What follows belongs to an exercise in optimizing a design on an open flow for small area, a short achievable clock period and few clock cycles; a production flow would make more cautious choices. Function was checked by simulation only, so behaviour that the tests miss may differ from the original.

Design mspfc_scale_alu, start of the top module:
module mspfc_scale_alu (
    input  wire        clk,
    input  wire        rst,
    input  wire        in_valid,
    output wire        in_ready,
    input  wire        in_unpack,
    input  wire [2:0]  in_ty,
    input  wire        in_rnd,
    input  wire [63:0] in_v,
    input  wire [63:0] in_s,
    input  wire [63:0] in_o,
    input  wire [31:0] in_n,
    output reg         out_valid,
    output wire [2:0]  out_status,
    output wire [63:0] out_data
);
For scale: about 470 flip-flops.
Settings: LEC_CHECK=0, CAP_MARGIN=20, CORE_MARGIN=2, CORE_UTILIZATION=55, SETUP_SLACK_MARGIN=3.4, SLEW_MARGIN=20; clock period 11.0 ns.
run.sh (not shown) runs the stock make flow with config.mk's settings and CLKGATE_MAP_FILE= SYNTH_SCRIPT=/design/flow/synth_recipe.tcl, a recipe that flattens the netlist after the stock synthesis.
The baseline finished clean.
Testbench counts at the start, summed over its fixed seeds: cycles 9,689.
Rerun with:
SETUP_SLACK_MARGIN = 3.75   (was 3.4)
The changed run passed the timing, design-rule and antenna checks.
Flip-flop and latch count does not change.
Area after synthesis stays the same.
Utilization grows by 1.9 points.
Global-route usage goes up by 0.52 points.
Wire length rose by 1.7%.
Die area stays the same.
Rerun with:
CORE_UTILIZATION = 50   (was 55)
SETUP_SLACK_MARGIN = 3.5   (was 3.75)
The new run finished clean.
Setup slack loses 0.037 ns.
Design area falls by 1.8%.
First-iteration DRC count falls by 2.1%.
Rerun with:
CORE_UTILIZATION = 55   (was 50)
Result:
- design area fell by 0.83%
- via count barely changes
- first-iteration DRC count fell by 1.5%
- sequential share of layout area rose by 0.13 points
- clock-buffer cell count fell by 8
- global-route usage rose by 2.1 points


## delta
mspfc_scale_alu again, from the RTL that the note above started with.
==> flow/config.mk <==
export PLATFORM = sky130hd
export DESIGN_NAME = mspfc_scale_alu
export DESIGN_NICKNAME = mspfc_scale_alu
export VERILOG_FILES = /design/flow/design.v
export SDC_FILE = /design/flow/constraint.sdc
export NUM_CORES = 4
export LEC_CHECK = 0
export CAP_MARGIN = 10
export CORE_MARGIN = 2
export CORE_UTILIZATION = 55
export SETUP_SLACK_MARGIN = 3.5
export SLEW_MARGIN = 10
export TNS_END_PERCENT = 20
==> flow/constraint.sdc <==
create_clock -name core_clock -period 11.0 [get_ports {clk}]
set_input_delay 2.2000 -clock core_clock [delete_from_list [all_inputs] [get_ports {clk}]]
set_output_delay 2.2000 -clock core_clock [all_outputs]
set_load 0.01 [all_outputs]
Testbench counts of delta, summed over its fixed seeds: cycles 9,689.
The following lists how maple was set up differently from delta:
- CORE_UTILIZATION now 45, was 55
- TNS_END_PERCENT no longer set, was 20
- CAP_MARGIN now 20, was 10
- SLEW_MARGIN now 20, was 10
--- outcome ---
- Global router's overall resource usage: maple < delta
- maple | stages: all done | timing, DRC, antenna: all pass
- On design area, the lower figure sits with delta, not maple.
- Compared to delta, maple has register-to-register slack 0.06 ns higher.


== the baseline ==
Another version of the RTL of mspfc_scale_alu (not shown whole).
Size: about 7000 cells after synthesis, roughly 470 flip-flops, roughly 300 I/O pins, ~0.058 mm^2 of cells after synthesis.
make LEC_CHECK=0 CAP_MARGIN=20 CORE_MARGIN=2 CORE_UTILIZATION=55 SETUP_SLACK_MARGIN=3.5 SLEW_MARGIN=20 finish   # period 11.0 ns
The baseline did not stop at any stage, and its layout met the timing, design-rule and antenna checks.
Testbench counts of the baseline, summed over its fixed seeds: cycles 9,689.
Inputs modified between the baseline and the candidate:
--- a/flow/config.mk
+++ b/flow/config.mk
@@ -10 +10 @@
-export CORE_UTILIZATION = 55
+export CORE_UTILIZATION = 60
[summary]
Comparing the candidate against the baseline, there is no change at all in xor/xnor share of the synthesized area.
The candidate vs the baseline, category of the critical setup timing path: input port to flop vs flop to flop
[compare] base=the baseline new=the candidate: global-route track usage on met3 grew by 2.6 points, clock skew after layout grew by 0.019 ns, portion of the layout cell area used by clock cells held steady.
Delta (the candidate minus the baseline): number of cells in the finished layout apart from fillers went down by 1.5%.

what the ideal ports hide:
No port has a modelled driver above. Below, the same layouts with a new extraction and two added sets of constraints.
Step 1 assumes that a clkbuf_16 drives the clock port and a buf_2 every other input.
Step 2 adds t to the input delays and takes it off the output delays; t is the mean of the earliest and latest rising clock arrival at the registers after step 1. Input paths then give back, and output paths get back, about the clock's delay inside the block.
Slacks: no drivers / after step 1 / after step 2; pairs: no drivers / after step 1.
run | t (ns) | setup slack, ns | worst setup path at the end
the first run of note 1 | 0.756 | 3.420 / 3.359 / 2.739 | input to register
the second run of note 1 | 0.745 | 3.521 / 3.521 / 2.872 | input to register
the third run of note 1 | 0.763 | 3.484 / 3.470 / 2.839 | input to register
the fourth run of note 1 | 0.764 | 3.498 / 3.513 / 2.767 | input to register
delta | 0.730 | 3.405 / 3.412 / 2.723 | input to register
maple | 0.758 | 3.481 / 3.481 / 2.819 | input to register
the baseline | 0.732 | 3.524 / 3.524 / 2.935 | input to register
the candidate | 0.716 | 3.413 / 3.451 / 2.738 | input to register
After both steps every run listed still meets setup and hold. For the fourth run of note 1, which loses most, drivers alone change the setup slack by +0.015 ns; drivers and shift together by -0.731 ns.
